What follows belongs to an exercise in optimizing a design on an open flow for a short achievable clock period and few clock cycles; a production flow would make more cautious choices. The RTL was checked by simulation tests, not by an equivalence proof against the original design. Power is estimated from default activity; no workload was simulated.

## run.sh

```bash
#!/bin/bash
# synth_recipe.tcl (not shown) runs the flow's synth.tcl, then flattens the netlist and writes it again
# the make line also repeats each setting of config.mk as NAME=value (left out here)
make -C /OpenROAD-flow-scripts/flow DESIGN_CONFIG=/design/flow/config.mk WORK_HOME=/design/flow/orfs CLKGATE_MAP_FILE= SYNTH_SCRIPT=/design/flow/synth_recipe.tcl finish
```

## config.mk

```make
export PLATFORM = sky130hd
export DESIGN_NAME = plio_enc
export DESIGN_NICKNAME = plio_enc
export VERILOG_FILES = /design/flow/design.v
export SDC_FILE = /design/flow/constraint.sdc
export NUM_CORES = 4
export LEC_CHECK = 0
export CAP_MARGIN = 20
export CORE_MARGIN = 2
export CORE_UTILIZATION = 40
export SLEW_MARGIN = 20
```

## constraint.sdc

```tcl
create_clock -name core_clock -period 10.0 [get_ports {clk}]
set_input_delay 2.0000 -clock core_clock [delete_from_list [all_inputs] [get_ports {clk}]]
set_output_delay 2.0000 -clock core_clock [all_outputs]
set_load 0.01 [all_outputs]
```

## design.v

```verilog
module plio_enc (
    input  wire        clk,
    input  wire        rst,
    input  wire        go,
    input  wire [15:0] win_start,
    input  wire [15:0] win_count,
    input  wire [15:0] src_len,
    input  wire [15:0] dst_len,
    output reg         pm_re,
    output reg  [15:0] pm_addr,
    input  wire [31:0] pm_rdata,
    output reg         lm_we,
    output reg  [15:0] lm_addr,
    output reg  [15:0] lm_wdata,
    output wire        busy,
    output reg         done,
    output reg  [15:0] result,
    output reg  [3:0]  fcode,
    output reg  [31:0] finfo
);
    localparam [3:0] F_NONE        = 4'd0;
    localparam [3:0] F_SRC_BOUNDS  = 4'd2;
    localparam [3:0] F_DST_BOUNDS  = 4'd3;
    localparam [3:0] F_VALUE_RANGE = 4'd4;
    localparam [2:0] S_IDLE  = 3'd0;
    localparam [2:0] S_CHECK = 3'd1;
    localparam [2:0] S_RUN   = 3'd2;
    localparam [2:0] S_E3    = 3'd3;
    localparam [2:0] S_E4    = 3'd4;
    localparam [2:0] S_FIN   = 3'd5;
    localparam QD = 8;           
    localparam QA = 3;
    reg  [2:0]  state;
    reg         busy_r;
    assign busy = busy_r;
    reg [15:0] c_start, c_count, c_src, c_dst;
    reg [15:0] rd_rem;       
    reg        rd_first;     
    reg        r_v, r_first, r_last;    
    reg        R_full, firstR, lastR, nzR, eqR;
    reg [30:0] vR, HR;       
    reg        C_full, firstC, lastC, nzC, eqpC, eqhiC;
    reg [30:0] vC;
    reg [31:0] dvC;          
    reg [15:0] idxC;
    reg [15:0] nzcnt;        
    reg        nzc_nz;
    reg [15:0] npcnt;        
    reg        q_l1  [0:QD-1];
    reg        q_l2  [0:QD-1];
    reg        q_vr  [0:QD-1];
    reg        q_pn  [0:QD-1];
    reg        q_last[0:QD-1];
    reg [15:0] q_w1  [0:QD-1];
    reg [15:0] q_w2  [0:QD-1];
    reg [15:0] q_zn  [0:QD-1];
    reg [15:0] q_hn  [0:QD-1];
    reg [15:0] q_x1  [0:QD-1];
    reg [QA-1:0] q_wp, q_rp;
    reg [QA:0]   q_cnt;
    reg [2:0]  hdr_cnt;
    reg [15:0] op;
    reg [15:0] room;         
    reg        full;         
    wire        rd_neg   = pm_rdata[31];
    wire [30:0] rd_clamp = rd_neg ? 31'd0 : pm_rdata[30:0];
    wire        rd_nz    = ~rd_neg & (|pm_rdata[30:0]);
    wire        rd_eq    = rd_neg ? ~nzR : (pm_rdata[30:0] == vR);
    wire running   = (state == S_CHECK) || (state == S_RUN);
    wire capture   = r_v && running;
    wire step   = C_full && (R_full || lastC);
    wire move   = R_full && (!C_full || step);
    wire eqn    = eqR;
    wire start  = firstC || !eqpC;
    wire endr   = lastC || !eqn;
    wire r_full = nzC && start && endr;       
    wire r_head = nzC && start && !endr;      
    wire r_tail = nzC && !start && endr;      
    wire r_zero = !nzC && lastC;              
    wire        sign  = dvC[31];
    wire        big   = sign ? (~(&dvC[31:12]) | (dvC[11:0] == 12'd0)) : (|dvC[31:12]);
    wire [11:0] abs12 = sign ? (12'd0 - dvC[11:0]) : dvC[11:0];
    wire        tbig  = |vC[30:27];
    wire        chg   = !eqhiC;
    wire        is_single = r_full && !nzc_nz;
    wire        p_l1  = chg && (r_full || r_head);
    wire        p_l2  = p_l1 && big;
    wire        p_vr  = p_l2 && tbig;
    wire [15:0] p_w1  = big ? {4'd1, vC[11:0]}
                            : {is_single ? (sign ? 4'd7 : 4'd6) : (sign ? 4'd3 : 4'd2), abs12};
    wire [15:0] p_w2  = vC[27:12];
    wire [15:0] p_zn  = r_zero ? nzcnt + 16'd1 : (nzC && start) ? nzcnt : 16'd0;
    wire        p_pn  = r_full;
    wire [15:0] p_hn  = r_tail ? npcnt + 16'd1 :
                        (r_full && !nzc_nz && !(chg && !big)) ? 16'd1 : 16'd0;
    wire        p_push = step && (r_zero || r_full || r_tail || (r_head && (chg || nzc_nz)));
    wire        h_have = (q_cnt != 0);
    wire        h_l1   = q_l1[q_rp];
    wire        h_l2   = q_l2[q_rp];
    wire        h_vr   = q_vr[q_rp];
    wire        h_pn   = q_pn[q_rp];
    wire        h_last = q_last[q_rp];
    wire [15:0] h_w1   = q_w1[q_rp];
    wire [15:0] h_w2   = q_w2[q_rp];
    wire [15:0] h_zn   = q_zn[q_rp];
    wire [15:0] h_hn   = q_hn[q_rp];
    wire [15:0] h_x1   = q_x1[q_rp];
    wire        znz    = |h_zn;
    wire        zbig   = (h_zn > 16'd4094);
    wire        hnz    = |h_hn;
    wire        hbig   = (h_hn > 16'd4095);
    reg [15:0] h_word;
    reg        h_rest;
    always @(*) begin
        if (h_l1) begin
            h_word = h_w1;
            h_rest = h_l2 | znz | hnz;
        end else if (h_l2) begin
            h_word = h_w2;
            h_rest = znz | hnz;
        end else if (znz) begin
            h_word = zbig ? {4'd0, 12'd4094}
                          : (h_pn ? {4'd5, h_zn[11:0] + 12'd1} : {4'd0, h_zn[11:0]});
            h_rest = zbig | hnz;
        end else begin
            h_word = hbig ? {4'd4, 12'd4095} : {4'd4, h_hn[11:0]};
            h_rest = hbig;
        end
    end
    reg [15:0] hdr_addr, hdr_word;
    always @(*) begin
        case (hdr_cnt)
        3'd0:    begin hdr_addr = 16'd0; hdr_word = 16'h0000; end
        3'd1:    begin hdr_addr = 16'd1; hdr_word = 16'h0007; end
        3'd2:    begin hdr_addr = 16'd2; hdr_word = 16'hff9c; end
        3'd3:    begin hdr_addr = 16'd5; hdr_word = 16'h0000; end
        default: begin hdr_addr = 16'd6; hdr_word = 16'h0000; end
        endcase
    end
    wire hdr_busy = (hdr_cnt != 3'd5);
    wire w_try    = (state == S_RUN) && !hdr_busy && h_have;
    wire w_vr     = w_try && h_vr;
    wire w_dst    = w_try && !h_vr && full;
    wire w_emit   = w_try && !h_vr && !full;
    wire w_pop    = w_emit && !h_rest;
    wire src_bad  = ({1'b0, c_start} + {1'b0, c_count}) > {1'b0, c_src};
    integer k;
    always @(posedge clk) begin
        if (rst) begin
            state   <= S_IDLE;
            busy_r  <= 1'b0;
            done    <= 1'b0;
            pm_re   <= 1'b0;
            lm_we   <= 1'b0;
            r_v     <= 1'b0;
            R_full  <= 1'b0;
            C_full  <= 1'b0;
            q_cnt   <= 0;
            q_wp    <= 0;
            q_rp    <= 0;
            hdr_cnt <= 3'd5;
        end else begin
            done  <= 1'b0;
            lm_we <= 1'b0;
            r_v     <= pm_re;
            r_first <= rd_first;
            r_last  <= (rd_rem == 16'd1);
            if (pm_re) begin
                rd_first <= 1'b0;
                pm_addr  <= pm_addr + 16'd1;
                rd_rem   <= rd_rem - 16'd1;
                pm_re    <= (rd_rem != 16'd1) && (q_cnt <= QD - 4);
            end else begin
                pm_re    <= (rd_rem != 16'd0) && (q_cnt <= QD - 4) && running;
            end
            if (capture) begin
                vR     <= rd_clamp;
                nzR    <= rd_nz;
                eqR    <= rd_eq;
                HR     <= r_first ? 31'd1 : (nzR ? vR : HR);
                firstR <= r_first;
                lastR  <= r_last;
            end
            R_full <= capture || (R_full && !move);
            if (move) begin
                vC     <= vR;
                nzC    <= nzR;
                eqpC   <= eqR;
                firstC <= firstR;
                lastC  <= lastR;
                dvC    <= {1'b0, vR} - {1'b0, HR};
                eqhiC  <= (vR == HR);
                idxC   <= firstR ? c_start : idxC + 16'd1;
            end
            C_full <= move || (C_full && !step);
            if (step) begin
                if (!nzC) begin
                    nzcnt  <= nzcnt + 16'd1;
                    nzc_nz <= 1'b1;
                end else begin
                    nzcnt  <= 16'd0;
                    nzc_nz <= 1'b0;
                    npcnt  <= start ? 16'd1 : npcnt + 16'd1;
                end
            end
            if (p_push) begin
                q_l1[q_wp]   <= p_l1;
                q_l2[q_wp]   <= p_l2;
                q_vr[q_wp]   <= p_vr;
                q_pn[q_wp]   <= p_pn;
                q_last[q_wp] <= lastC;
                q_w1[q_wp]   <= p_w1;
                q_w2[q_wp]   <= p_w2;
                q_zn[q_wp]   <= p_zn;
                q_hn[q_wp]   <= p_hn;
                q_x1[q_wp]   <= idxC;
                q_wp         <= q_wp + 1'b1;
            end
            if (w_emit) begin
                lm_we    <= 1'b1;
                lm_addr  <= op;
                lm_wdata <= h_word;
                op       <= op + 16'd1;
                room     <= room - 16'd1;
                full     <= (room == 16'd1);
                if (h_l1)
                    q_l1[q_rp] <= 1'b0;
                else if (h_l2)
                    q_l2[q_rp] <= 1'b0;
                else if (znz)
                    q_zn[q_rp] <= zbig ? h_zn - 16'd4094 : 16'd0;
                else
                    q_hn[q_rp] <= hbig ? h_hn - 16'd4095 : 16'd0;
                if (w_pop) begin
                    q_rp <= q_rp + 1'b1;
                    if (h_last)
                        state <= S_E3;
                end
            end
            q_cnt <= q_cnt + (p_push ? 1'b1 : 1'b0) - (w_pop ? 1'b1 : 1'b0);
            if (state == S_RUN && hdr_busy) begin
                lm_we    <= 1'b1;
                lm_addr  <= hdr_addr;
                lm_wdata <= hdr_word;
                hdr_cnt  <= hdr_cnt + 3'd1;
            end
            case (state)
            S_IDLE: begin
                if (go) begin
                    c_start  <= win_start;
                    c_count  <= win_count;
                    c_src    <= src_len;
                    c_dst    <= dst_len;
                    pm_addr  <= win_start;
                    pm_re    <= 1'b1;
                    rd_rem   <= win_count;
                    rd_first <= 1'b1;
                    busy_r   <= 1'b1;
                    state    <= S_CHECK;
                end
            end
            S_CHECK: begin
                op      <= 16'd7;
                room    <= c_dst - 16'd7;
                full    <= (c_dst == 16'd7);
                hdr_cnt <= 3'd0;
                nzcnt   <= 16'd0;
                nzc_nz  <= 1'b0;
                if (c_count == 16'd0) begin
                    state  <= S_IDLE;
                    busy_r <= 1'b0;
                    done   <= 1'b1;
                    result <= 16'd0;
                    fcode  <= F_NONE;
                    finfo  <= 32'd0;
                end else if (src_bad) begin
                    state  <= S_IDLE;
                    busy_r <= 1'b0;
                    done   <= 1'b1;
                    result <= 16'd0;
                    fcode  <= F_SRC_BOUNDS;
                    finfo  <= {16'd0, (c_start > c_src) ? c_start : c_src};
                end else if (c_dst < 16'd7) begin
                    state  <= S_IDLE;
                    busy_r <= 1'b0;
                    done   <= 1'b1;
                    result <= 16'd0;
                    fcode  <= F_DST_BOUNDS;
                    finfo  <= {16'd0, c_dst};
                end else begin
                    state <= S_RUN;
                end
            end
            S_RUN: begin
                if (w_vr || w_dst) begin
                    state  <= S_IDLE;
                    busy_r <= 1'b0;
                    done   <= 1'b1;
                    result <= 16'd0;
                    fcode  <= w_vr ? F_VALUE_RANGE : F_DST_BOUNDS;
                    finfo  <= {16'd0, w_vr ? h_x1 : op};
                end
            end
            S_E3: begin
                lm_we    <= 1'b1;
                lm_addr  <= 16'd3;
                lm_wdata <= {1'b0, op[14:0]};
                state    <= S_E4;
            end
            S_E4: begin
                lm_we    <= 1'b1;
                lm_addr  <= 16'd4;
                lm_wdata <= {15'd0, op[15]};
                state    <= S_FIN;
            end
            S_FIN: begin
                state  <= S_IDLE;
                busy_r <= 1'b0;
                done   <= 1'b1;
                result <= op;
                fcode  <= F_NONE;
                finfo  <= 32'd0;
            end
            default: state <= S_IDLE;
            endcase
            if ((state == S_CHECK && (c_count == 16'd0 || src_bad || c_dst < 16'd7)) ||
                (state == S_RUN && (w_vr || w_dst)) || state == S_FIN) begin
                pm_re  <= 1'b0;
                R_full <= 1'b0;
                C_full <= 1'b0;
                q_cnt  <= 0;
                q_wp   <= 0;
                q_rp   <= 0;
            end
        end
    end
endmodule
```

==> metrics.cfg <==
[detailed_routing]
drt_iter0_markers=3138
vias=33029
drc=0
routedWlPerCell_um=23.87
ant_nets=0
routed_wl_um=140500
first_pass_iters=6
vias_per_cell=5.610

[yosys]
yosysWarnings=1
syn_inst=3876
synthFlopType=edfxtp_1
synth_area_per_cell_um2=13.36
netlist_area_mm2=0.05179
ys_seq_elements=1080
async_flop_share_pct=0
synth_edf_count=1038
yosysUniqueCellTypes=86
synth-seq-area-share_pct=61.81

[cts]
h-tree-depth=3
postCtsResizedCells=0
cts_tree=built
cts_setup_buffers=0
clkTransAtPathRegs_ns=0.06
numClockSinks=1080
clock_latency_ns=0.72
cts_buffers=115
clk_path_buf_depth=3
cts-root-buf=clkbuf_16
ctsHoldBuffers=0

[finish]
nNetsFinal=4261
finalCoreUtilization_pct=46.03
diodes=0
area_growth_pct=14.64
layout_commonest_cell=edfxtp_1
layout_common_cells=edfxtp_1 (1038), nor2_1 (338), nand2_1 (323)
postLayoutCellArea_mm2=0.05937
drive_above_1_share_pct=11.97

[timing]
min_period_over_period_pct=59.00
tightestPinTransition_ns=1.155
hold_viol=0
setup_viol=0
drv_slew=0
slew_headroom_pct=22.94
fmax_mhz=169.5
skew_ns=0.04275
setup_tns_ns=0
rsz0062_at_grt=false
setup_ws_ns=4.100
min_period_ns=5.900

[critical_path]
critPathMaxFanout=36
crit_path_end_kind=flop
path_class=reg -> reg
path_cells=buf_4 -> mux4_2 -> mux2i_1 -> nand4_1 -> nor4_4 -> and2_1 -> nand2_1 -> nand2b_1
cpMaxStageDelayCell=nand2b_1
slowest_delay_ns=0.97
cp.required_ns=10.33
arrival_ns=6.23
cp-start-kind=flop

[pwr]
vdd_drop_max_mv=0.1335
p_per_area_mw_per_mm2=168.8
power.share.clock_pct=43.8
total_power_mw=10.02
power_frac_seq_pct=50.6
total_leakage_power_nw=19.76
netSwitchingPower_mw=2.228
internal-power_mw=7.795
p_comb_share_pct=5.6
swShare_pct=22.23

[placed_design]
dp_slack_ns=4.056
post-dp-hpwl_um=93080
io_buffer_count=185
gp_congestion=0.8808
placed_area_mm2=0.05541

[status]
status=timing/DRC/antenna clean

[floorplan]
die-area_mm2=0.1324
rows=132
die_height_um=363.8
core_mm2=0.1290
die_w_um=363.8
ios=203
initial_core_util_pct=40.15

[worst_hold_path]
hold_class=reg -> reg

[global_routing]
grt-ovfl-total=0
grt_pass1_wl_um=207400
grt_pass1_vias=31458
grt_max_degree=147
antenna_found_initial=6
track_usage_pct=20.92

[flow_run]
maxCapViolCount=0

stage by stage:
step           std cells  hold WS [ns]
4_1_cts             5886        0.4655
2_1_floorplan       3892        0.4003
3_5_place_dp        5675        0.4393
3_3_place_gp        5674        0.4010
6_report            5887        0.4510
5_1_grt             5887        0.4779
critical path: cells and delay by family, from the launching register on:
kind / cells / cell delay (ns)
muxes: 2 / 1.03
buffers and inverters: 1 / 0.68
and+or+nand+nor: 5 / 2.95
DFF: 1 / 0.82
cells in the mapped netlist (15+ instances only):
library cell | count | area (um2)
a21o_1 | 16 | 120.1
a21oi_1 | 224 | 1121
a221oi_1 | 18 | 157.7
a31oi_1 | 27 | 168.9
and3_1 | 57 | 356.6
buf_2 | 39 | 195.2
buf_4 | 26 | 195.2
clkbuf_1 | 107 | 401.6
dfxtp_1 | 42 | 840.8
edfxtp_1 | 1038 | 31170
ha_1 | 108 | 1351
inv_1 | 115 | 431.7
mux2_2 | 21 | 236.5
mux2i_1 | 96 | 960.9
mux4_1 | 30 | 788.3
mux4_2 | 139 | 3131
nand2_1 | 324 | 1216
nand2b_1 | 27 | 168.9
nand3_1 | 85 | 425.4
nand4_1 | 31 | 193.9
nor2_1 | 346 | 1299
nor2b_1 | 81 | 506.7
nor3_1 | 63 | 315.3
nor4_1 | 48 | 300.3
o21a_1 | 15 | 112.6
o21ai_0 | 211 | 1056
o21ai_1 | 55 | 275.3
o311ai_0 | 16 | 140.1
or2_2 | 16 | 100.1
or3_1 | 17 | 106.4
xnor2_1 | 102 | 893.4
xor2_1 | 119 | 1042
power by group through the flow:
stage          clock, mW  sequential [mW]  combinational (mW)
4_1_cts             4.46             5.07               0.554
6_report            4.39             5.07               0.558
2_1_floorplan          0             5.15               0.332
3_3_place_gp           0             5.17               0.543
3_5_place_dp           0             5.17               0.550
5_1_grt             4.62             5.08               0.613
flip-flops by register name, indices dropped and copies added, names as in the netlist, 31 cells and up, named ones only:
signal and flops:
q_zn 128, HR 31, vC 31, q_hn 128, q_w1 120, q_x1 128, dvC 32, q_w2 128
vR 31
final timing paths:
check / from / end / slack, ns / cells after the start
setup reg to reg: flop / q_hn[0][14] / 4.10 / 8
setup / recovery: flop / q_hn[0][14] / 4.10 / 8
hold / removal: lastR / lastC / 0.45 / 0
hold reg to reg: lastR / lastC / 0.45 / 0
metal layers:
layer  GRT usage (%)  share of wire, %  up-vias
met3           3.084               7.4      189
met4           4.768               2.1        0
li1                -                 -    14994
met1           30.93                45    16544
met5               0                 0        -
met2           32.60                46     1302
kinds of logic after synthesis:
| logic type | after synthesis | share of synthesized area, % |
|---|---|---|
| AO/OA/AOI/OAI | 684 | 7.709 |
| XOR/XNOR | 221 | 3.737 |
| adder cells (fa/ha/maj) | 111 | 2.725 |
| buffers and inverters | 320 | 3.000 |
| flip-flops | 1080 | 61.81 |
| multiplexers | 292 | 10.05 |
| other | 1 | 0.007240 |
| AND/OR/NAND/NOR | 1167 | 10.96 |
final cells by class:
cell class	instances	area, um2
well taps	1742	2180
clock inverters	75	880.8
inverters	116	435.4
fillers	11351	69620
clock buffers	136	3007
repair buffers	246	2335
multi-input cells	2492	18510
flip-flops and latches	1080	32020
Testbench counts, summed over its fixed seeds: cycles 374,714.

## re-timing with driven ports
No port has a modelled driver above. Below, the same layout with a new extraction and two added sets of constraints.
Step 1 assumes that a clkbuf_16 drives the clock port and a buf_2 every other input.
Step 2 moves the port delays by t, midway between the first and last clock arrival at a register: inputs arrive t later, outputs are due t later. That takes back most of the time a late clock gives input paths.
Three values: ideal, step 1, step 2; two values: the first two.
shift t [ns]: 0.772
setup WS [ns]: 4.100 / 4.100 / 4.100
worst slew at a driven data input, ns: 0.07
After both steps this run still meets setup and hold. For this run, drivers alone change the setup slack by 0.000 ns; drivers and shift together by 0.000 ns.
